What follows belongs to an exercise in optimizing a design on an open flow for small area and few clock cycles per item; a production flow would make more cautious choices.
No functional check of the RTL was part of any run shown here.

==> design.v <==
module ax5031_qunit (
    input  wire        clk,
    input  wire        rst,
    input  wire        in_valid,
    output wire        in_ready,
    input  wire [31:0] in_v,
    output reg         out_valid,
    input  wire        out_ready,
    output wire [32:0] out_q
);
    reg  [31:0] v_r;
    wire [31:0] nv = ~v_r;
    assign in_ready = !out_valid || out_ready;
    always @(posedge clk) begin
        if (rst)
            out_valid <= 1'b0;
        else if (in_ready)
            out_valid <= in_valid;
        if (in_ready)
            v_r <= in_v;
    end
    wire w1, w2;
    qfa f1 (.a(nv[27]), .b(nv[25]), .c(nv[22]), .s(w1), .co(w2));
    wire w3, w4;
    qfa f2 (.a(nv[17]), .b(nv[15]), .c(nv[12]), .s(w3), .co(w4));
    wire w5, w6;
    qfa f3 (.a(v_r[10]), .b(v_r[5]), .c(nv[3]), .s(w5), .co(w6));
    wire w7, w8;
    qfa f4 (.a(w1), .b(w3), .c(w5), .s(w7), .co(w8));
    wire w9, w10;
    qfa f5 (.a(nv[28]), .b(nv[26]), .c(nv[23]), .s(w9), .co(w10));
    wire w11, w12;
    qfa f6 (.a(nv[18]), .b(nv[16]), .c(nv[13]), .s(w11), .co(w12));
    wire w13, w14;
    qfa f7 (.a(v_r[11]), .b(v_r[6]), .c(nv[4]), .s(w13), .co(w14));
    wire w15, w16;
    qfa f8 (.a(nv[0]), .b(w2), .c(w4), .s(w15), .co(w16));
    wire w17, w18;
    qfa f9 (.a(w6), .b(w9), .c(w11), .s(w17), .co(w18));
    wire w19, w20;
    qfa f10 (.a(w13), .b(w8), .c(w15), .s(w19), .co(w20));
    wire w21, w22;
    qfa f11 (.a(nv[29]), .b(nv[27]), .c(nv[24]), .s(w21), .co(w22));
    wire w23, w24;
    qfa f12 (.a(nv[19]), .b(nv[17]), .c(nv[14]), .s(w23), .co(w24));
    wire w25, w26;
    qfa f13 (.a(v_r[12]), .b(v_r[7]), .c(nv[5]), .s(w25), .co(w26));
    wire w27, w28;
    qfa f14 (.a(nv[1]), .b(1'b1), .c(w10), .s(w27), .co(w28));
    wire w29, w30;
    qfa f15 (.a(w12), .b(w14), .c(w21), .s(w29), .co(w30));
    wire w31, w32;
    qfa f16 (.a(w23), .b(w25), .c(w16), .s(w31), .co(w32));
    wire w33, w34;
    qfa f17 (.a(w18), .b(w27), .c(w29), .s(w33), .co(w34));
    wire w35, w36;
    qfa f18 (.a(w20), .b(w31), .c(w33), .s(w35), .co(w36));
    wire w37, w38;
    qfa f19 (.a(nv[30]), .b(nv[28]), .c(nv[25]), .s(w37), .co(w38));
    wire w39, w40;
    qfa f20 (.a(nv[20]), .b(nv[18]), .c(nv[15]), .s(w39), .co(w40));
    wire w41, w42;
    qfa f21 (.a(v_r[13]), .b(v_r[8]), .c(nv[6]), .s(w41), .co(w42));
    wire w43, w44;
    qfa f22 (.a(nv[2]), .b(w22), .c(w24), .s(w43), .co(w44));
    wire w45, w46;
    qfa f23 (.a(w26), .b(w37), .c(w39), .s(w45), .co(w46));
    wire w47, w48;
    qfa f24 (.a(w41), .b(w28), .c(w30), .s(w47), .co(w48));
    wire w49, w50;
    qfa f25 (.a(w43), .b(w45), .c(w32), .s(w49), .co(w50));
    wire w51, w52;
    qfa f26 (.a(w34), .b(w47), .c(w49), .s(w51), .co(w52));
    wire w53, w54;
    qfa f27 (.a(nv[31]), .b(nv[29]), .c(nv[26]), .s(w53), .co(w54));
    wire w55, w56;
    qfa f28 (.a(nv[21]), .b(nv[19]), .c(nv[16]), .s(w55), .co(w56));
    wire w57, w58;
    qfa f29 (.a(v_r[14]), .b(v_r[9]), .c(nv[7]), .s(w57), .co(w58));
    wire w59, w60;
    qfa f30 (.a(nv[3]), .b(w38), .c(w40), .s(w59), .co(w60));
    wire w61, w62;
    qfa f31 (.a(w42), .b(w53), .c(w55), .s(w61), .co(w62));
    wire w63, w64;
    qfa f32 (.a(w57), .b(w44), .c(w46), .s(w63), .co(w64));
    wire w65, w66;
    qfa f33 (.a(w59), .b(w61), .c(w48), .s(w65), .co(w66));
    wire w67, w68;
    qfa f34 (.a(w63), .b(w50), .c(w65), .s(w67), .co(w68));
    wire w69, w70;
    qfa f35 (.a(nv[30]), .b(nv[27]), .c(nv[22]), .s(w69), .co(w70));
    wire w71, w72;
    qfa f36 (.a(nv[20]), .b(nv[17]), .c(v_r[15]), .s(w71), .co(w72));
    wire w73, w74;
    qfa f37 (.a(v_r[10]), .b(nv[8]), .c(nv[4]), .s(w73), .co(w74));
    wire w75, w76;
    qfa f38 (.a(1'b1), .b(w54), .c(w56), .s(w75), .co(w76));
    wire w77, w78;
    qfa f39 (.a(w58), .b(w69), .c(w71), .s(w77), .co(w78));
    wire w79, w80;
    qfa f40 (.a(w73), .b(w60), .c(w62), .s(w79), .co(w80));
    wire w81, w82;
    qfa f41 (.a(w75), .b(w77), .c(w64), .s(w81), .co(w82));
    wire w83, w84;
    qfa f42 (.a(w79), .b(w66), .c(w81), .s(w83), .co(w84));
    wire w85, w86;
    qfa f43 (.a(nv[31]), .b(nv[28]), .c(nv[23]), .s(w85), .co(w86));
    wire w87, w88;
    qfa f44 (.a(nv[21]), .b(nv[18]), .c(v_r[16]), .s(w87), .co(w88));
    wire w89, w90;
    qfa f45 (.a(v_r[11]), .b(nv[9]), .c(nv[5]), .s(w89), .co(w90));
    wire w91, w92;
    qfa f46 (.a(nv[0]), .b(w70), .c(w72), .s(w91), .co(w92));
    wire w93, w94;
    qfa f47 (.a(w74), .b(w85), .c(w87), .s(w93), .co(w94));
    wire w95, w96;
    qfa f48 (.a(w89), .b(w76), .c(w78), .s(w95), .co(w96));
    wire w97, w98;
    qfa f49 (.a(w91), .b(w93), .c(w80), .s(w97), .co(w98));
    wire w99, w100;
    qfa f50 (.a(w95), .b(w82), .c(w97), .s(w99), .co(w100));
    wire w101, w102;
    qfa f51 (.a(nv[29]), .b(nv[24]), .c(nv[22]), .s(w101), .co(w102));
    wire w103, w104;
    qfa f52 (.a(nv[19]), .b(v_r[17]), .c(v_r[12]), .s(w103), .co(w104));
    wire w105, w106;
    qfa f53 (.a(nv[10]), .b(nv[6]), .c(nv[1]), .s(w105), .co(w106));
    wire w107, w108;
    qfa f54 (.a(1'b1), .b(w86), .c(w88), .s(w107), .co(w108));
    wire w109, w110;
    qfa f55 (.a(w90), .b(w101), .c(w103), .s(w109), .co(w110));
    wire w111, w112;
    qfa f56 (.a(w105), .b(w92), .c(w94), .s(w111), .co(w112));
    wire w113, w114;
    qfa f57 (.a(w107), .b(w109), .c(w96), .s(w113), .co(w114));
    wire w115, w116;
    qfa f58 (.a(w111), .b(w98), .c(w113), .s(w115), .co(w116));
    wire w117, w118;
    qfa f59 (.a(nv[30]), .b(nv[25]), .c(nv[23]), .s(w117), .co(w118));
    wire w119, w120;
    qfa f60 (.a(nv[20]), .b(v_r[18]), .c(v_r[13]), .s(w119), .co(w120));
    wire w121, w122;
    qfa f61 (.a(nv[11]), .b(nv[7]), .c(nv[2]), .s(w121), .co(w122));
    wire w123, w124;
    qfa f62 (.a(1'b1), .b(w102), .c(w104), .s(w123), .co(w124));
    wire w125, w126;
    qfa f63 (.a(w106), .b(w117), .c(w119), .s(w125), .co(w126));
    wire w127, w128;
    qfa f64 (.a(w121), .b(w108), .c(w110), .s(w127), .co(w128));
    wire w129, w130;
    qfa f65 (.a(w123), .b(w125), .c(w112), .s(w129), .co(w130));
    wire w131, w132;
    qfa f66 (.a(w127), .b(w114), .c(w129), .s(w131), .co(w132));
    wire w133, w134;
    qfa f67 (.a(nv[31]), .b(nv[26]), .c(nv[24]), .s(w133), .co(w134));
    wire w135, w136;
    qfa f68 (.a(nv[21]), .b(v_r[19]), .c(v_r[14]), .s(w135), .co(w136));
    wire w137, w138;
    qfa f69 (.a(nv[12]), .b(nv[8]), .c(nv[3]), .s(w137), .co(w138));
    wire w139, w140;
    qfa f70 (.a(v_r[0]), .b(1'b1), .c(w118), .s(w139), .co(w140));
    wire w141, w142;
    qfa f71 (.a(w120), .b(w122), .c(w133), .s(w141), .co(w142));
    wire w143, w144;
    qfa f72 (.a(w135), .b(w137), .c(w124), .s(w143), .co(w144));
    wire w145, w146;
    qfa f73 (.a(w126), .b(w139), .c(w141), .s(w145), .co(w146));
    wire w147, w148;
    qfa f74 (.a(w128), .b(w143), .c(w145), .s(w147), .co(w148));
    wire w149, w150;
    qfa f75 (.a(w130), .b(w147), .c(w132), .s(w149), .co(w150));
    wire w151, w152;
    qfa f76 (.a(nv[27]), .b(nv[25]), .c(nv[22]), .s(w151), .co(w152));
    wire w153, w154;
    qfa f77 (.a(v_r[20]), .b(v_r[15]), .c(nv[13]), .s(w153), .co(w154));
    wire w155, w156;
    qfa f78 (.a(nv[9]), .b(nv[4]), .c(v_r[1]), .s(w155), .co(w156));
    wire w157, w158;
    qfa f79 (.a(w134), .b(w136), .c(w138), .s(w157), .co(w158));
    wire w159, w160;
    qfa f80 (.a(w151), .b(w153), .c(w155), .s(w159), .co(w160));
    wire w161, w162;
    qfa f81 (.a(w140), .b(w142), .c(w157), .s(w161), .co(w162));
    wire w163, w164;
    qfa f82 (.a(w159), .b(w144), .c(w146), .s(w163), .co(w164));
    wire w165, w166;
    qfa f83 (.a(w161), .b(w148), .c(w163), .s(w165), .co(w166));
    wire w167, w168;
    qfa f84 (.a(nv[28]), .b(nv[26]), .c(nv[23]), .s(w167), .co(w168));
    wire w169, w170;
    qfa f85 (.a(v_r[21]), .b(v_r[16]), .c(nv[14]), .s(w169), .co(w170));
    wire w171, w172;
    qfa f86 (.a(nv[10]), .b(nv[5]), .c(v_r[2]), .s(w171), .co(w172));
    wire w173, w174;
    qfa f87 (.a(1'b1), .b(w152), .c(w154), .s(w173), .co(w174));
    wire w175, w176;
    qfa f88 (.a(w156), .b(w167), .c(w169), .s(w175), .co(w176));
    wire w177, w178;
    qfa f89 (.a(w171), .b(w158), .c(w160), .s(w177), .co(w178));
    wire w179, w180;
    qfa f90 (.a(w173), .b(w175), .c(w162), .s(w179), .co(w180));
    wire w181, w182;
    qfa f91 (.a(w177), .b(w179), .c(w164), .s(w181), .co(w182));
    wire w183, w184;
    qfa f92 (.a(nv[29]), .b(nv[27]), .c(nv[24]), .s(w183), .co(w184));
    wire w185, w186;
    qfa f93 (.a(v_r[22]), .b(v_r[17]), .c(nv[15]), .s(w185), .co(w186));
    wire w187, w188;
    qfa f94 (.a(nv[11]), .b(nv[6]), .c(v_r[3]), .s(w187), .co(w188));
    wire w189, w190;
    qfa f95 (.a(nv[0]), .b(w168), .c(w170), .s(w189), .co(w190));
    wire w191, w192;
    qfa f96 (.a(w172), .b(w183), .c(w185), .s(w191), .co(w192));
    wire w193, w194;
    qfa f97 (.a(w187), .b(w174), .c(w176), .s(w193), .co(w194));
    wire w195, w196;
    qfa f98 (.a(w189), .b(w191), .c(w178), .s(w195), .co(w196));
    wire w197, w198;
    qfa f99 (.a(w193), .b(w180), .c(w195), .s(w197), .co(w198));
    wire w199, w200;
    qfa f100 (.a(nv[30]), .b(nv[28]), .c(nv[25]), .s(w199), .co(w200));
    wire w201, w202;
    qfa f101 (.a(v_r[23]), .b(v_r[18]), .c(nv[16]), .s(w201), .co(w202));
    wire w203, w204;
    qfa f102 (.a(nv[12]), .b(nv[7]), .c(v_r[4]), .s(w203), .co(w204));
    wire w205, w206;
    qfa f103 (.a(nv[1]), .b(w184), .c(w186), .s(w205), .co(w206));
    wire w207, w208;
    qfa f104 (.a(w188), .b(w199), .c(w201), .s(w207), .co(w208));
    wire w209, w210;
    qfa f105 (.a(w203), .b(w190), .c(w192), .s(w209), .co(w210));
    wire w211, w212;
    qfa f106 (.a(w205), .b(w207), .c(w194), .s(w211), .co(w212));
    wire w213, w214;
    qfa f107 (.a(w209), .b(w196), .c(w211), .s(w213), .co(w214));
    wire w215, w216;
    qfa f108 (.a(nv[31]), .b(nv[29]), .c(nv[26]), .s(w215), .co(w216));
    wire w217, w218;
    qfa f109 (.a(v_r[24]), .b(v_r[19]), .c(nv[17]), .s(w217), .co(w218));
    wire w219, w220;
    qfa f110 (.a(nv[13]), .b(nv[8]), .c(v_r[5]), .s(w219), .co(w220));
    wire w221, w222;
    qfa f111 (.a(nv[2]), .b(v_r[0]), .c(w200), .s(w221), .co(w222));
    wire w223, w224;
    qfa f112 (.a(w202), .b(w204), .c(w215), .s(w223), .co(w224));
    wire w225, w226;
    qfa f113 (.a(w217), .b(w219), .c(w206), .s(w225), .co(w226));
    wire w227, w228;
    qfa f114 (.a(w208), .b(w221), .c(w223), .s(w227), .co(w228));
    wire w229, w230;
    qfa f115 (.a(w210), .b(w225), .c(w227), .s(w229), .co(w230));
    wire w231, w232;
    qfa f116 (.a(w212), .b(w229), .c(w214), .s(w231), .co(w232));
    wire w233, w234;
    qfa f117 (.a(nv[30]), .b(nv[27]), .c(v_r[25]), .s(w233), .co(w234));
    wire w235, w236;
    qfa f118 (.a(v_r[20]), .b(nv[18]), .c(nv[14]), .s(w235), .co(w236));
    wire w237, w238;
    qfa f119 (.a(nv[9]), .b(v_r[6]), .c(nv[3]), .s(w237), .co(w238));
    wire w239, w240;
    qfa f120 (.a(v_r[1]), .b(1'b1), .c(w216), .s(w239), .co(w240));
    wire w241, w242;
    qfa f121 (.a(w218), .b(w220), .c(w233), .s(w241), .co(w242));
    wire w243, w244;
    qfa f122 (.a(w235), .b(w237), .c(w222), .s(w243), .co(w244));
    wire w245, w246;
    qfa f123 (.a(w224), .b(w239), .c(w241), .s(w245), .co(w246));
    wire w247, w248;
    qfa f124 (.a(w226), .b(w243), .c(w228), .s(w247), .co(w248));
    wire w249, w250;
    qfa f125 (.a(w245), .b(w230), .c(w247), .s(w249), .co(w250));
    wire w251, w252;
    qfa f126 (.a(nv[31]), .b(nv[28]), .c(v_r[26]), .s(w251), .co(w252));
    wire w253, w254;
    qfa f127 (.a(v_r[21]), .b(nv[19]), .c(nv[15]), .s(w253), .co(w254));
    wire w255, w256;
    qfa f128 (.a(nv[10]), .b(v_r[7]), .c(nv[4]), .s(w255), .co(w256));
    wire w257, w258;
    qfa f129 (.a(v_r[2]), .b(1'b1), .c(w234), .s(w257), .co(w258));
    wire w259, w260;
    qfa f130 (.a(w236), .b(w238), .c(w251), .s(w259), .co(w260));
    wire w261, w262;
    qfa f131 (.a(w253), .b(w255), .c(w240), .s(w261), .co(w262));
    wire w263, w264;
    qfa f132 (.a(w242), .b(w257), .c(w259), .s(w263), .co(w264));
    wire w265, w266;
    qfa f133 (.a(w244), .b(w261), .c(w246), .s(w265), .co(w266));
    wire w267, w268;
    qfa f134 (.a(w263), .b(w248), .c(w265), .s(w267), .co(w268));
    wire w269, w270;
    qfa f135 (.a(nv[29]), .b(v_r[27]), .c(v_r[22]), .s(w269), .co(w270));
    wire w271, w272;
    qfa f136 (.a(nv[20]), .b(nv[16]), .c(nv[11]), .s(w271), .co(w272));
    wire w273, w274;
    qfa f137 (.a(v_r[8]), .b(nv[5]), .c(v_r[3]), .s(w273), .co(w274));
    wire w275, w276;
    qfa f138 (.a(1'b1), .b(w252), .c(w254), .s(w275), .co(w276));
    wire w277, w278;
    qfa f139 (.a(w256), .b(w269), .c(w271), .s(w277), .co(w278));
    wire w279, w280;
    qfa f140 (.a(w273), .b(w258), .c(w260), .s(w279), .co(w280));
    wire w281, w282;
    qfa f141 (.a(w275), .b(w277), .c(w262), .s(w281), .co(w282));
    wire w283, w284;
    qfa f142 (.a(w264), .b(w279), .c(w281), .s(w283), .co(w284));
    wire w285, w286;
    qfa f143 (.a(w266), .b(w283), .c(w268), .s(w285), .co(w286));
    wire w287, w288;
    qfa f144 (.a(nv[30]), .b(v_r[28]), .c(v_r[23]), .s(w287), .co(w288));
    wire w289, w290;
    qfa f145 (.a(nv[21]), .b(nv[17]), .c(nv[12]), .s(w289), .co(w290));
    wire w291, w292;
    qfa f146 (.a(v_r[9]), .b(nv[6]), .c(v_r[4]), .s(w291), .co(w292));
    wire w293, w294;
    qfa f147 (.a(v_r[0]), .b(w270), .c(w272), .s(w293), .co(w294));
    wire w295, w296;
    qfa f148 (.a(w274), .b(w287), .c(w289), .s(w295), .co(w296));
    wire w297, w298;
    qfa f149 (.a(w291), .b(w276), .c(w278), .s(w297), .co(w298));
    wire w299, w300;
    qfa f150 (.a(w293), .b(w295), .c(w280), .s(w299), .co(w300));
    wire w301, w302;
    qfa f151 (.a(w297), .b(w282), .c(w299), .s(w301), .co(w302));
    wire w303, w304;
    qfa f152 (.a(w284), .b(w301), .c(w286), .s(w303), .co(w304));
    wire w305, w306;
    qfa f153 (.a(nv[31]), .b(v_r[29]), .c(v_r[24]), .s(w305), .co(w306));
    wire w307, w308;
    qfa f154 (.a(nv[22]), .b(nv[18]), .c(nv[13]), .s(w307), .co(w308));
    wire w309, w310;
    qfa f155 (.a(v_r[10]), .b(nv[7]), .c(v_r[5]), .s(w309), .co(w310));
    wire w311, w312;
    qfa f156 (.a(v_r[1]), .b(w288), .c(w290), .s(w311), .co(w312));
    wire w313, w314;
    qfa f157 (.a(w292), .b(w305), .c(w307), .s(w313), .co(w314));
    wire w315, w316;
    qfa f158 (.a(w309), .b(w294), .c(w296), .s(w315), .co(w316));
    wire w317, w318;
    qfa f159 (.a(w311), .b(w313), .c(w298), .s(w317), .co(w318));
    wire w319, w320;
    qfa f160 (.a(w315), .b(w300), .c(w317), .s(w319), .co(w320));
    wire w321, w322;
    qfa f161 (.a(w302), .b(w319), .c(w304), .s(w321), .co(w322));
    wire w323, w324;
    qfa f162 (.a(v_r[30]), .b(v_r[25]), .c(nv[23]), .s(w323), .co(w324));
    wire w325, w326;
    qfa f163 (.a(nv[19]), .b(nv[14]), .c(v_r[11]), .s(w325), .co(w326));
    wire w327, w328;
    qfa f164 (.a(nv[8]), .b(v_r[6]), .c(v_r[2]), .s(w327), .co(w328));
    wire w329, w330;
    qfa f165 (.a(1'b1), .b(w306), .c(w308), .s(w329), .co(w330));
    wire w331, w332;
    qfa f166 (.a(w310), .b(w323), .c(w325), .s(w331), .co(w332));
    wire w333, w334;
    qfa f167 (.a(w327), .b(w312), .c(w314), .s(w333), .co(w334));
    wire w335, w336;
    qfa f168 (.a(w329), .b(w331), .c(w316), .s(w335), .co(w336));
    wire w337, w338;
    qfa f169 (.a(w333), .b(w318), .c(w335), .s(w337), .co(w338));
    wire w339, w340;
    qfa f170 (.a(w320), .b(w337), .c(w322), .s(w339), .co(w340));
    wire w341, w342;
    qfa f171 (.a(v_r[31]), .b(v_r[26]), .c(nv[24]), .s(w341), .co(w342));
    wire w343, w344;
    qfa f172 (.a(nv[20]), .b(nv[15]), .c(v_r[12]), .s(w343), .co(w344));
    wire w345, w346;
    qfa f173 (.a(nv[9]), .b(v_r[7]), .c(v_r[3]), .s(w345), .co(w346));
    wire w347, w348;
    qfa f174 (.a(1'b1), .b(w324), .c(w326), .s(w347), .co(w348));
    wire w349, w350;
    qfa f175 (.a(w328), .b(w341), .c(w343), .s(w349), .co(w350));
    wire w351, w352;
    qfa f176 (.a(w345), .b(w330), .c(w332), .s(w351), .co(w352));
    wire w353, w354;
    qfa f177 (.a(w347), .b(w349), .c(w334), .s(w353), .co(w354));
    wire w355, w356;
    qfa f178 (.a(w351), .b(w336), .c(w353), .s(w355), .co(w356));
    wire w357, w358;
    qfa f179 (.a(w338), .b(w355), .c(w340), .s(w357), .co(w358));
    wire w359, w360;
    qfa f180 (.a(v_r[27]), .b(nv[25]), .c(nv[21]), .s(w359), .co(w360));
    wire w361, w362;
    qfa f181 (.a(nv[16]), .b(v_r[13]), .c(nv[10]), .s(w361), .co(w362));
    wire w363, w364;
    qfa f182 (.a(v_r[8]), .b(v_r[4]), .c(1'b1), .s(w363), .co(w364));
    wire w365, w366;
    qfa f183 (.a(w342), .b(w344), .c(w346), .s(w365), .co(w366));
    wire w367, w368;
    qfa f184 (.a(w359), .b(w361), .c(w363), .s(w367), .co(w368));
    wire w369, w370;
    qfa f185 (.a(w348), .b(w350), .c(w365), .s(w369), .co(w370));
    wire w371, w372;
    qfa f186 (.a(w367), .b(w352), .c(w369), .s(w371), .co(w372));
    wire w373, w374;
    qfa f187 (.a(w354), .b(w371), .c(w356), .s(w373), .co(w374));
    wire w375, w376;
    qfa f188 (.a(v_r[28]), .b(nv[26]), .c(nv[22]), .s(w375), .co(w376));
    wire w377, w378;
    qfa f189 (.a(nv[17]), .b(v_r[14]), .c(nv[11]), .s(w377), .co(w378));
    wire w379, w380;
    qfa f190 (.a(v_r[9]), .b(v_r[5]), .c(1'b1), .s(w379), .co(w380));
    wire w381, w382;
    qfa f191 (.a(w360), .b(w362), .c(w364), .s(w381), .co(w382));
    wire w383, w384;
    qfa f192 (.a(w375), .b(w377), .c(w379), .s(w383), .co(w384));
    wire w385, w386;
    qfa f193 (.a(w366), .b(w368), .c(w381), .s(w385), .co(w386));
    wire w387, w388;
    qfa f194 (.a(w383), .b(w370), .c(w385), .s(w387), .co(w388));
    wire w389, w390;
    qfa f195 (.a(w372), .b(w387), .c(w374), .s(w389), .co(w390));
    wire w391, w392;
    qfa f196 (.a(v_r[29]), .b(nv[27]), .c(nv[23]), .s(w391), .co(w392));
    wire w393, w394;
    qfa f197 (.a(nv[18]), .b(v_r[15]), .c(nv[12]), .s(w393), .co(w394));
    wire w395, w396;
    qfa f198 (.a(v_r[10]), .b(v_r[6]), .c(1'b1), .s(w395), .co(w396));
    wire w397, w398;
    qfa f199 (.a(w376), .b(w378), .c(w380), .s(w397), .co(w398));
    wire w399, w400;
    qfa f200 (.a(w391), .b(w393), .c(w395), .s(w399), .co(w400));
    wire w401, w402;
    qfa f201 (.a(w382), .b(w384), .c(w397), .s(w401), .co(w402));
    wire w403, w404;
    qfa f202 (.a(w399), .b(w386), .c(w401), .s(w403), .co(w404));
    wire w405, w406;
    qfa f203 (.a(w388), .b(w403), .c(w390), .s(w405), .co(w406));
    wire w407, w408;
    qfa f204 (.a(v_r[30]), .b(nv[28]), .c(nv[24]), .s(w407), .co(w408));
    wire w409, w410;
    qfa f205 (.a(nv[19]), .b(v_r[16]), .c(nv[13]), .s(w409), .co(w410));
    wire w411, w412;
    qfa f206 (.a(v_r[11]), .b(v_r[7]), .c(1'b1), .s(w411), .co(w412));
    wire w413, w414;
    qfa f207 (.a(w392), .b(w394), .c(w396), .s(w413), .co(w414));
    wire w415, w416;
    qfa f208 (.a(w407), .b(w409), .c(w411), .s(w415), .co(w416));
    wire w417, w418;
    qfa f209 (.a(w398), .b(w400), .c(w413), .s(w417), .co(w418));
    wire w419, w420;
    qfa f210 (.a(w415), .b(w402), .c(w417), .s(w419), .co(w420));
    wire w421, w422;
    qfa f211 (.a(w404), .b(w419), .c(w406), .s(w421), .co(w422));
    wire w423, w424;
    qfa f212 (.a(v_r[31]), .b(nv[29]), .c(nv[25]), .s(w423), .co(w424));
    wire w425, w426;
    qfa f213 (.a(nv[20]), .b(v_r[17]), .c(nv[14]), .s(w425), .co(w426));
    wire w427, w428;
    qfa f214 (.a(v_r[12]), .b(v_r[8]), .c(1'b1), .s(w427), .co(w428));
    wire w429, w430;
    qfa f215 (.a(w408), .b(w410), .c(w412), .s(w429), .co(w430));
    wire w431, w432;
    qfa f216 (.a(w423), .b(w425), .c(w427), .s(w431), .co(w432));
    wire w433, w434;
    qfa f217 (.a(w414), .b(w416), .c(w429), .s(w433), .co(w434));
    wire w435, w436;
    qfa f218 (.a(w431), .b(w418), .c(w433), .s(w435), .co(w436));
    wire w437, w438;
    qfa f219 (.a(w420), .b(w435), .c(w422), .s(w437), .co(w438));
    wire w439, w440;
    qfa f220 (.a(nv[30]), .b(nv[26]), .c(nv[21]), .s(w439), .co(w440));
    wire w441, w442;
    qfa f221 (.a(v_r[18]), .b(nv[15]), .c(v_r[13]), .s(w441), .co(w442));
    wire w443, w444;
    qfa f222 (.a(v_r[9]), .b(1'b1), .c(w424), .s(w443), .co(w444));
    wire w445, w446;
    qfa f223 (.a(w426), .b(w428), .c(w439), .s(w445), .co(w446));
    wire w447, w448;
    qfa f224 (.a(w441), .b(w430), .c(w432), .s(w447), .co(w448));
    wire w449, w450;
    qfa f225 (.a(w443), .b(w445), .c(w434), .s(w449), .co(w450));
    wire w451, w452;
    qfa f226 (.a(w447), .b(w449), .c(w436), .s(w451), .co(w452));
    wire w453, w454;
    qfa f227 (.a(nv[31]), .b(nv[27]), .c(nv[22]), .s(w453), .co(w454));
    wire w455, w456;
    qfa f228 (.a(v_r[19]), .b(nv[16]), .c(v_r[14]), .s(w455), .co(w456));
    wire w457, w458;
    qfa f229 (.a(v_r[10]), .b(1'b1), .c(w440), .s(w457), .co(w458));
    wire w459, w460;
    qfa f230 (.a(w442), .b(w453), .c(w455), .s(w459), .co(w460));
    wire w461, w462;
    qfa f231 (.a(w444), .b(w446), .c(w457), .s(w461), .co(w462));
    wire w463, w464;
    qfa f232 (.a(w459), .b(w448), .c(w461), .s(w463), .co(w464));
    wire w465, w466;
    qfa f233 (.a(w450), .b(w463), .c(w452), .s(w465), .co(w466));
    wire w467, w468;
    qfa f234 (.a(nv[28]), .b(nv[23]), .c(v_r[20]), .s(w467), .co(w468));
    wire w469, w470;
    qfa f235 (.a(nv[17]), .b(v_r[15]), .c(v_r[11]), .s(w469), .co(w470));
    wire w471, w472;
    qfa f236 (.a(w454), .b(w456), .c(w467), .s(w471), .co(w472));
    wire w473, w474;
    qfa f237 (.a(w469), .b(w458), .c(w460), .s(w473), .co(w474));
    wire w475, w476;
    qfa f238 (.a(w471), .b(w462), .c(w473), .s(w475), .co(w476));
    wire w477, w478;
    qfa f239 (.a(w464), .b(w475), .c(w466), .s(w477), .co(w478));
    wire w479, w480;
    qfa f240 (.a(nv[29]), .b(nv[24]), .c(v_r[21]), .s(w479), .co(w480));
    wire w481, w482;
    qfa f241 (.a(nv[18]), .b(v_r[16]), .c(v_r[12]), .s(w481), .co(w482));
    wire w483, w484;
    qfa f242 (.a(1'b1), .b(w468), .c(w470), .s(w483), .co(w484));
    wire w485, w486;
    qfa f243 (.a(w479), .b(w481), .c(w472), .s(w485), .co(w486));
    wire w487, w488;
    qfa f244 (.a(w483), .b(w474), .c(w485), .s(w487), .co(w488));
    wire w489, w490;
    qfa f245 (.a(w476), .b(w487), .c(w478), .s(w489), .co(w490));
    wire w491, w492;
    qfa f246 (.a(nv[30]), .b(nv[25]), .c(v_r[22]), .s(w491), .co(w492));
    wire w493, w494;
    qfa f247 (.a(nv[19]), .b(v_r[17]), .c(v_r[13]), .s(w493), .co(w494));
    wire w495, w496;
    qfa f248 (.a(1'b1), .b(w480), .c(w482), .s(w495), .co(w496));
    wire w497, w498;
    qfa f249 (.a(w491), .b(w493), .c(w484), .s(w497), .co(w498));
    wire w499, w500;
    qfa f250 (.a(w495), .b(w486), .c(w497), .s(w499), .co(w500));
    wire w501, w502;
    qfa f251 (.a(w499), .b(w488), .c(w490), .s(w501), .co(w502));
    wire w503, w504;
    qfa f252 (.a(nv[31]), .b(nv[26]), .c(v_r[23]), .s(w503), .co(w504));
    wire w505, w506;
    qfa f253 (.a(nv[20]), .b(v_r[18]), .c(v_r[14]), .s(w505), .co(w506));
    wire w507, w508;
    qfa f254 (.a(1'b1), .b(w492), .c(w494), .s(w507), .co(w508));
    wire w509, w510;
    qfa f255 (.a(w503), .b(w505), .c(w496), .s(w509), .co(w510));
    wire w511, w512;
    qfa f256 (.a(w507), .b(w498), .c(w509), .s(w511), .co(w512));
    wire w513, w514;
    qfa f257 (.a(w500), .b(w511), .c(w502), .s(w513), .co(w514));
    wire w515, w516;
    qfa f258 (.a(nv[27]), .b(v_r[24]), .c(nv[21]), .s(w515), .co(w516));
    wire w517, w518;
    qfa f259 (.a(v_r[19]), .b(v_r[15]), .c(w504), .s(w517), .co(w518));
    wire w519, w520;
    qfa f260 (.a(w506), .b(w515), .c(w508), .s(w519), .co(w520));
    wire w521, w522;
    qfa f261 (.a(w517), .b(w510), .c(w519), .s(w521), .co(w522));
    wire w523, w524;
    qfa f262 (.a(w512), .b(w521), .c(w514), .s(w523), .co(w524));
    wire w525, w526;
    qfa f263 (.a(nv[28]), .b(v_r[25]), .c(nv[22]), .s(w525), .co(w526));
    wire w527, w528;
    qfa f264 (.a(v_r[20]), .b(v_r[16]), .c(1'b1), .s(w527), .co(w528));
    wire w529, w530;
    qfa f265 (.a(w516), .b(w525), .c(w527), .s(w529), .co(w530));
    wire w531, w532;
    qfa f266 (.a(w518), .b(w529), .c(w520), .s(w531), .co(w532));
    wire w533, w534;
    qfa f267 (.a(w522), .b(w531), .c(w524), .s(w533), .co(w534));
    wire w535, w536;
    qfa f268 (.a(nv[29]), .b(v_r[26]), .c(nv[23]), .s(w535), .co(w536));
    wire w537, w538;
    qfa f269 (.a(v_r[21]), .b(v_r[17]), .c(1'b1), .s(w537), .co(w538));
    wire w539, w540;
    qfa f270 (.a(w526), .b(w528), .c(w535), .s(w539), .co(w540));
    wire w541, w542;
    qfa f271 (.a(w537), .b(w530), .c(w539), .s(w541), .co(w542));
    wire w543, w544;
    qfa f272 (.a(w541), .b(w532), .c(w534), .s(w543), .co(w544));
    wire w545, w546;
    qfa f273 (.a(nv[30]), .b(v_r[27]), .c(nv[24]), .s(w545), .co(w546));
    wire w547, w548;
    qfa f274 (.a(v_r[22]), .b(v_r[18]), .c(1'b1), .s(w547), .co(w548));
    wire w549, w550;
    qfa f275 (.a(w536), .b(w538), .c(w545), .s(w549), .co(w550));
    wire w551, w552;
    qfa f276 (.a(w547), .b(w540), .c(w549), .s(w551), .co(w552));
    wire w553, w554;
    qfa f277 (.a(w542), .b(w551), .c(w544), .s(w553), .co(w554));
    wire w555, w556;
    qfa f278 (.a(nv[31]), .b(v_r[28]), .c(nv[25]), .s(w555), .co(w556));
    wire w557, w558;
    qfa f279 (.a(v_r[23]), .b(v_r[19]), .c(1'b1), .s(w557), .co(w558));
    wire w559, w560;
    qfa f280 (.a(w546), .b(w548), .c(w555), .s(w559), .co(w560));
    wire w561, w562;
    qfa f281 (.a(w557), .b(w550), .c(w559), .s(w561), .co(w562));
    wire w563, w564;
    qfa f282 (.a(w552), .b(w561), .c(w554), .s(w563), .co(w564));
    wire w565, w566;
    qfa f283 (.a(v_r[29]), .b(nv[26]), .c(v_r[24]), .s(w565), .co(w566));
    wire w567, w568;
    qfa f284 (.a(v_r[20]), .b(w556), .c(w558), .s(w567), .co(w568));
    wire w569, w570;
    qfa f285 (.a(w565), .b(w560), .c(w567), .s(w569), .co(w570));
    wire w571, w572;
    qfa f286 (.a(w562), .b(w569), .c(w564), .s(w571), .co(w572));
    wire w573, w574;
    qfa f287 (.a(v_r[30]), .b(nv[27]), .c(v_r[25]), .s(w573), .co(w574));
    wire w575, w576;
    qfa f288 (.a(v_r[21]), .b(1'b1), .c(w566), .s(w575), .co(w576));
    wire w577, w578;
    qfa f289 (.a(w573), .b(w568), .c(w575), .s(w577), .co(w578));
    wire w579, w580;
    qfa f290 (.a(w570), .b(w577), .c(w572), .s(w579), .co(w580));
    wire w581, w582;
    qfa f291 (.a(v_r[31]), .b(nv[28]), .c(v_r[26]), .s(w581), .co(w582));
    wire w583, w584;
    qfa f292 (.a(v_r[22]), .b(1'b1), .c(w574), .s(w583), .co(w584));
    wire w585, w586;
    qfa f293 (.a(w581), .b(w576), .c(w583), .s(w585), .co(w586));
    wire w587, w588;
    qfa f294 (.a(w578), .b(w585), .c(w580), .s(w587), .co(w588));
    wire w589, w590;
    qfa f295 (.a(nv[29]), .b(v_r[27]), .c(v_r[23]), .s(w589), .co(w590));
    wire w591, w592;
    qfa f296 (.a(1'b1), .b(w582), .c(w589), .s(w591), .co(w592));
    wire w593, w594;
    qfa f297 (.a(w584), .b(w591), .c(w586), .s(w593), .co(w594));
    wire w595, w596;
    qfa f298 (.a(nv[30]), .b(v_r[28]), .c(v_r[24]), .s(w595), .co(w596));
    wire w597, w598;
    qfa f299 (.a(1'b1), .b(w590), .c(w595), .s(w597), .co(w598));
    wire w599, w600;
    qfa f300 (.a(w592), .b(w597), .c(w594), .s(w599), .co(w600));
    wire w601, w602;
    qfa f301 (.a(nv[31]), .b(v_r[29]), .c(v_r[25]), .s(w601), .co(w602));
    wire w603, w604;
    qfa f302 (.a(1'b1), .b(w596), .c(w601), .s(w603), .co(w604));
    wire w605, w606;
    qfa f303 (.a(w598), .b(w603), .c(w600), .s(w605), .co(w606));
    wire w607, w608;
    qfa f304 (.a(v_r[30]), .b(v_r[26]), .c(w602), .s(w607), .co(w608));
    wire w609, w610;
    qfa f305 (.a(w604), .b(w607), .c(w606), .s(w609), .co(w610));
    wire w611, w612;
    qfa f306 (.a(v_r[31]), .b(v_r[27]), .c(1'b1), .s(w611), .co(w612));
    wire w613, w614;
    qfa f307 (.a(w611), .b(w608), .c(w610), .s(w613), .co(w614));
    wire w615, w616;
    qfa f308 (.a(v_r[28]), .b(1'b1), .c(w612), .s(w615), .co(w616));
    wire w617, w618;
    qfa f309 (.a(v_r[29]), .b(1'b1), .c(w616), .s(w617), .co(w618));
    wire w619, w620;
    qfa f310 (.a(v_r[30]), .b(1'b1), .c(w618), .s(w619), .co(w620));
    wire w621, w622;
    qfa f311 (.a(v_r[31]), .b(1'b1), .c(w620), .s(w621), .co(w622));
    wire [50:0] ra = {1'b1, w621, w619, w617, w614, w613, w609, w605, w599, w588, w587, w579, w571, w563, w553, w543, w533, w523, w513, w501, w489, w477, w465, w438, w437, w421, w405, w389, w358, w357, w339, w321, w303, w285, w250, w232, w231, w198, w182, w166, w150, w149, w116, w100, w84, w68, w52, w36, w35, w17, w7};
    wire [50:0] rb = {w622, 1'b0, 1'b0, 1'b0, w615, 1'b0, 1'b0, 1'b0, 1'b0, w593, 1'b0, 1'b0, 1'b0, 1'b0, 1'b0, 1'b0, 1'b0, 1'b0, 1'b0, 1'b0, 1'b0, 1'b0, 1'b0, w451, 1'b0, 1'b0, 1'b0, 1'b0, w373, 1'b0, 1'b0, 1'b0, 1'b0, 1'b0, w267, w249, 1'b0, w213, w197, w181, w165, 1'b0, w131, w115, w99, w83, w67, w51, 1'b0, w19, 1'b0};
    wire [50:0] sum = ra + rb;
    assign out_q = sum[50:18];
endmodule
module qfa (input wire a, input wire b, input wire c, output wire s, output wire co);
    assign s  = a ^ b ^ c;
    assign co = (a & b) | (a & c) | (b & c);
endmodule
==> run.sh <==
#!/bin/bash
# synth_recipe.tcl (not shown) runs the flow's synth.tcl, then flattens the netlist and writes it again
# the make line also repeats each setting of config.mk as NAME=value (left out here)
make -C /OpenROAD-flow-scripts/flow DESIGN_CONFIG=/design/flow/config.mk WORK_HOME=/design/flow/orfs CLKGATE_MAP_FILE= SYNTH_SCRIPT=/design/flow/synth_recipe.tcl finish
==> config.mk <==
export PLATFORM = sky130hd
export DESIGN_NAME = ax5031_qunit
export DESIGN_NICKNAME = ax5031_qunit
export VERILOG_FILES = /design/flow/design.v
export SDC_FILE = /design/flow/constraint.sdc
export NUM_CORES = 4
export LEC_CHECK = 0
export CAP_MARGIN = 20
export CORE_MARGIN = 2
export CORE_UTILIZATION = 40
export PLACE_DENSITY = 0.6
export SLEW_MARGIN = 20
export SYNTH_HIERARCHICAL = 1
export SYNTH_MINIMUM_KEEP_SIZE = 0
==> constraint.sdc <==
create_clock -name core_clock -period 10.0 [get_ports {clk}]
set_input_delay 2.0000 -clock core_clock [delete_from_list [all_inputs] [get_ports {clk}]]
set_output_delay 2.0000 -clock core_clock [all_outputs]
set_load 0.01 [all_outputs]
==> out/qor.txt, run 1 <==
Post-synth EDFFs = 32
worst-margin pin slew = 0.5212 ns
Period minus WS final = 10.99 ns
site row count = 52
Reg clk slew, reported paths = 0.05 ns
Via-to-Cell Ratio = 5.233
CP Capture Type = output pin
type of the worst min-delay path = reg -> reg
Non-Filler Instances = 976
Buffers on Ports = 70
number of detailed-route iterations in the first pass = 5
DIE AREA = 22120 sq um
hold-critical path depth = 2
Vias = 5107
crit start category = flip-flop
post-placement worst setup slack = -1.144 ns
crit path DAT = 8.99 ns
# nets final = 1068
initial antenna violation count = 0
commonest non-fill, non-tap cell in the layout = fa_1
worst-skew pair later-pin latency = 0.27 ns
clock sinks = 33
Worst Hold Launch = out_valid
Cell Area, Synth = 8379 sq um
critical path required time = 8.00 ns
Ports = 71
R2R Path Start = out_valid
Crit path largest cell delay = 0.47 ns
Failed Checks = setup timing
Slew Limit Headroom = 65.25%
Worst path slowest cell = fa_1
sequential area share after synthesis = 11.71%
# DRC = 0
largest net degree at the start of global routing = 35
DR iter-0 viols = 393
reg2reg path depth = 2
Layout Skew = 0.001865 ns
ratio of cells with drive above 1 in the final layout = 19.12%
Final Hold Viols = 0
Fin Hold WS = 0.8435 ns
RSZ-0062 raised after global routing = true
Synth Instances = 519
Fillers = 1723
Final Wtd Congestion = 0.9371
Setup TNS = -9.045 ns
grt total ovfl = 0
most used cell, CP = fa_2
global-route wire length before repair = 37.39 mm
total track usage = 23.55%
core area = 20360 sq um
CP Class = reg -> out
final max-slew violation count = 0
WL/cell = 24.67 um
cts hold-fix bufs = 0
ant diodes = 0
Hold EP = v_r[0]
Synth Flop Type = edfxtp_1
FF+latch count, synth = 33
reg-to-reg endpoint = v_r[31]
chip height = 148.7 um
Root Buffer = clkbuf_16
Tcrit/Tclk final = 109.9%
P&R area growth vs syn = 24.13%
Worst R2R Setup Slack = 8.92 ns
Syn. warnings = 7
vias in the first global route = 6316
H-tree depth = 2
Cell variety after synth = 40
CTS Buf Count = 5
Detail Route Antenna Nets = 0
Detailed Route WL = 24.07 mm
status = failed layout checks
setup ws final = -0.9931 ns
asr flop ratio synth = 0%
mean post-synth cell area = 16.15 sq um
die width = 148.7 um
final setup fails = 12
most frequent cells in the layout = fa_1 (291), buf_4 (70), clkdlybuf4s50_1 (59)
CTS Buffer Depth = 2
f_max = 0.09097 GHz
Crit. Startpoint = v_r[28]
TritonCTS clock tree = yes
Final HPWL DP = 20.95 mm
initial core utilization = 41.15%
critical-path maximum fanout = 3
placed insts = 954
max_cap viols = 0
## area by class of cell
class                   count  area [sq um]  share of cell area [%]
multi-input cells         483          7523                   72.33
repair buffers            146          1254                   12.05
flip-flops and latches     33         980.9                   9.431
well taps                 270         337.8                   3.248
inverters                  36         138.9                   1.335
clock buffers               5         125.1                   1.203
clock inverters             3         41.29                  0.3970
## flip-flops by register name, indices dropped and copies added, names as in the netlist
| name | count |
|---|---|
| out_valid | 1 |
| v_r | 32 |
## critical path: cells and delay by family, from the launching register on
kind,cells,cell delay [ns]
adders and majority gates,19,6.95
buffers and inverters,5,0.68
DFF,1,0.44
AOI/OAI and AO/OA,2,0.26
and+or+nand+nor,3,0.24
xor gates and xnor gates,1,0.16
## Yosys stat by module (local to each module, per instance)
module / copies in the design / flops+latches / cells inside
qfa: 311 / 0 / 1
ax5031_qunit: 1 / 33 / 208
## worst max path at each step
stage	endpoint	slack, ns	depth (start not counted)
after floorplan	out_q[27]	-0.80	26
after global placement	out_q[27]	-1.03	26
after detailed placement	out_q[27]	-1.14	26
after CTS	out_q[32]	-1.07	30
after global routing	out_q[32]	-1.24	30
final	out_q[32]	-0.99	30
## stage by stage
step	utilization, %	instance area [sq um]
floorplan	-	8587
global placement	49.53	10090
detailed placement	49.53	10090
CTS	50.74	10330
global route	51.08	10400
finish	51.08	10400
## metal layers
metal	vias to the layer above	global-route usage (%)	routed length, um
met3	46	5.321	1970
met1	2809	32.34	9675
li1	2003	-	-
met4	0	6.095	793
met5	-	0	0
met2	249	38.61	11640
## cells by family after synthesis
family,Yosys count,share of synthesized area [%]
flip-flops,33,11.71
adder cells (fa/ha/maj),327,76.69
other,1,0.04475
XOR/XNOR,27,2.822
buffers and inverters,37,1.657
AO/OA/AOI/OAI,35,3.210
AND/OR/NAND/NOR,59,3.868
## synth_stat cells, types with 3 or more instances
cell,instances,area [sq um]
a21oi_1,8,40.04
and3_1,8,50.05
and4_1,3,26.28
edfxtp_1,32,960.9
fa_1,311,6226
ha_1,16,200.2
inv_1,36,135.1
nand2_1,11,41.29
nand3_1,10,50.05
nand4_1,7,43.79
nor2_1,11,41.29
o21a_1,4,30.03
o21ai_0,3,15.01
xnor2_1,20,175.2
xor2_1,7,61.31
## timing repair
item,in CTS,in global routing
hold endpoints to repair,0,0
gates resized for setup,56,11
pin swaps,14,7
setup endpoints to repair,12,17
buffers inserted,10,5
gates cloned,0,0
==> run 2, diff against run 1 <==
==> design.v (replaced) <==
module ax5031_qunit (
    input  wire        clk,
    input  wire        rst,
    input  wire        in_valid,
    output wire        in_ready,
    input  wire [31:0] in_v,
    output reg         out_valid,
    input  wire        out_ready,
    output wire [32:0] out_q
);
    localparam [47:0] BIAS    = 48'd46874;
    localparam [16:0] DIVISOR = 17'd31250;
    reg [47:0] nq;     
    reg [14:0] rem;    
    reg [5:0]  cnt;
    reg        busy;
    wire [16:0] trial = {1'b0, rem, nq[47]} - DIVISOR;
    assign in_ready = !busy && !out_valid;
    assign out_q    = nq[32:0];
    always @(posedge clk) begin
        if (rst) begin
            busy      <= 1'b0;
            out_valid <= 1'b0;
        end else begin
            if (out_valid && out_ready)
                out_valid <= 1'b0;
            if (in_valid && in_ready) begin
                nq   <= {in_v, 15'd0} + BIAS;
                rem  <= 15'd0;
                cnt  <= 6'd0;
                busy <= 1'b1;
            end else if (busy) begin
                if (!trial[16]) begin
                    rem <= trial[14:0];
                    nq  <= {nq[46:0], 1'b1};
                end else begin
                    rem <= {rem[13:0], nq[47]};
                    nq  <= {nq[46:0], 1'b0};
                end
                cnt <= cnt + 6'd1;
                if (cnt == 6'd47) begin
                    busy      <= 1'b0;
                    out_valid <= 1'b1;
                end
            end
        end
    end
endmodule
--- a/config.mk
+++ b/config.mk
@@ -11,4 +11,2 @@
 export PLACE_DENSITY = 0.6
 export SLEW_MARGIN = 20
-export SYNTH_HIERARCHICAL = 1
-export SYNTH_MINIMUM_KEEP_SIZE = 0
==> run 2 against run 1 <==
Against the previous run: register-to-register slack lost 1.2 ns; hold slack lost 0.35 ns; the run now finishes clean; routed wire length shrank 67%; die area shrank 51%; via count shrank 44%; flip-flop and latch count grew 38.
==> out/qor.txt, run 2 <==
Worst path slowest cell = clkdlybuf4s50_1
ratio of cells with drive above 1 in the final layout = 5.800%
Synth Flop Type = edfxtp_1
Cell variety after synth = 39
final cell area excluding filler cells = 4832 sq um
CP Capture Type = flip-flop
total track usage = 15.27%
DR iter-0 viols = 142
P&R area growth vs syn = 20.80%
Setup TNS = 0 ns
Final Hold Viols = 0
DIE AREA = 10820 sq um
ant diodes = 0
TritonCTS clock tree = yes
Regs by FF count = nq x48, rem x15, cnt x6
Period minus WS final = 4.025 ns
placed insts = 548
Cell Area, Synth = 4000 sq um
top post-synthesis cells by count = edfxtp_1 (69), nand2_1 (53), o21ai_0 (37)
crit start category = input pin
Reg clk slew, reported paths = 0.08 ns
Synth Instances = 391
clock sinks = 71
postcts setup bufs = 0
post-cts resize count = 0
site row count = 36
chip height = 104 um
Ports = 71
crit path DAT = 4.10 ns
RSZ-0062 raised after global routing = false
Synth Area in Simple Gates = 19.92%
Synth area leader = edfxtp_1
Vias = 2848
Via-to-Cell Ratio = 5.050
cells along the critical path = clkdlybuf4s50_1 > and4_1 > nand4_1 > nor4_1 > xnor2_1 > o21ai_0
status = finished clean
sequential area share after synthesis = 52.80%
CTS Buf Count = 9
Non-Filler Instances = 564
Post-Synth XOR/XNOR Area = 8.320%
# DRC = 0
Area contributors post-synth = edfxtp_1 (52%), xnor2_1 (6.6%), buf_4 (6.2%), nand2_1 (5.0%), o21ai_0 (4.6%)
largest family of logic cells by synthesized area = simple AND/OR/NAND/NOR gates
core area = 9729 sq um
cts hold-fix bufs = 0
WL/cell = 14.04 um
WP buf/inv = 1
critical-path maximum fanout = 13
Most flops, register = nq
Detail Route Antenna Nets = 0
critical path required time = 10.07 ns
global-route wire length before repair = 13.40 mm
asr flop ratio synth = 0%
Slew Limit Headroom = 38.85%
Post-synth EDFFs = 69
CTS Buffer Depth = 2
H-tree depth = 3
commonest non-fill, non-tap cell in the layout = clkdlybuf4s50_1
mux cell area share after synthesis = 0%
max reg flops = 48
initial antenna violation count = 0
worst-skew pair later-pin latency = 0.35 ns
Buffers on Ports = 70
top cell type's share of synthesized area = 51.80%
final max-slew violation count = 0
worst-margin pin slew = 0.9173 ns
Root Buffer = clkbuf_8
Synth Area in Adders = 0.9384%
Final HPWL DP = 5.311 mm
vias in the first global route = 2760
Tcrit/Tclk final = 40.25%
max_cap viols = 0
Detailed Route WL = 7.917 mm
Crit path largest cell delay = 0.56 ns
# nets final = 465
Syn. warnings = 1
count leader, synth = edfxtp_1
largest net degree at the start of global routing = 90
most frequent cells in the layout = clkdlybuf4s50_1 (70), edfxtp_1 (69), nand2_1 (52)
Final Core Density = 49.67%
Layout Skew = 0.007283 ns
grt total ovfl = 0
CP Class = in -> reg
number of detailed-route iterations in the first pass = 4
final setup fails = 0
FF+latch count, synth = 71
dpl cell area = 4588 sq um
f_max = 0.2484 GHz
Final Wtd Congestion = 0.7888
die width = 104 um
crit-path leading delay family = simple AND/OR/NAND/NOR gates
initial core utilization = 41.11%
Compound-Gate Fraction of Synth Area = 9.665%
type of the worst min-delay path = reg -> reg
mean post-synth cell area = 10.23 sq um
==> run 2: changes by cell type after synthesis, moves of 11 or more <==
cell / before / now
buf_4: 0 / 33
clkbuf_1: 1 / 12
edfxtp_1: 32 / 69
fa_1: 311 / 0
ha_1: 16 / 3
inv_1: 36 / 7
nand2_1: 11 / 53
nor2_1: 11 / 23
o21ai_0: 3 / 37
==> run 2: cell type report <==
type                       instances  area, sq um
fill                             935         4897
sequential                        71         2112
multi-input combinational        265         1568
timing repair buffer              72        715.7
tap                              133        166.4
clock buffer                       9        123.9
clock inverter                     7        120.1
inverter                           7        26.28
==> run 2: final timing paths <==
check / startpoint / end / slack, ns / cells after the start
min: out_valid / out_valid / 0.49 / 2
max: in_v[4] / nq[43] / 5.97 / 6
max reg2reg: out_valid / nq[0] / 7.71 / 5
min reg2reg: out_valid / out_valid / 0.49 / 2
==> run 2: logic make-up after synthesis <==
| group | after synthesis |
|---|---|
| AND/OR/NAND/NOR | 157 |
| AO/OA/AOI/OAI | 67 |
| XOR/XNOR | 38 |
| buffers and inverters | 55 |
| adder cells (fa/ha/maj) | 3 |
| flip-flops | 71 |
==> run 2: per-layer routing <==
metal	vias up	global-route usage [%]	share of wire [%]
met5	-	0	0
met4	0	5.888	1.4
met3	13	4.198	5.2
met2	64	23.68	45
met1	1337	20.37	48
li1	1434	-	-
==> run 2: per-stage QoR <==
step | hold WS [ns] | setup WS, ns
after CTS | 0.4926 | 5.936
after floorplan | 0.4605 | 3.535
after global routing | 0.5372 | 5.755
after global placement | 0.4748 | 5.640
after detailed placement | 0.4813 | 5.589
final | 0.4901 | 5.975
==> run 2: tightest hold or removal path, delay by kind of cell, from the launching register on <==
| kind | cells | cell delay (ns) |
|---|---|---|
| AOI/OAI and AO/OA | 1 | 0.05 |
| DFF | 1 | 0.33 |
| and+or+nand+nor | 1 | 0.07 |

afterwards: timing with drivers on the ports:
In the flow no input, the clock included, has a driving cell. The finished layouts below were timed again as built, in two steps. Step 1: set_driving_cell puts a clkbuf_16 on clk and a buf_2 on each other input, an assumption about the parent block. Step 2, shift: input delay + t, output delay - t, t = (earliest + latest rising clock arrival at the registers) / 2. This alone moves slack from input paths to output paths. Slacks: ideal / step 1 / step 2; pairs: ideal / step 1.
| run | shift t [ns] | slack for setup (ns) | worst setup path after step 2 | latest minus earliest clock arrival (ns) |
|---|---|---|---|---|
| run 1 | 0.296 | -0.993 / -1.017 / -0.721 | register to output | 0.002 / 0.002 |
| run 2 | 0.377 | 5.975 / 5.984 / 5.607 | input to register | 0.010 / 0.011 |
For run 2, which loses most, drivers alone change the setup slack by +0.009 ns; drivers and shift together by -0.368 ns.
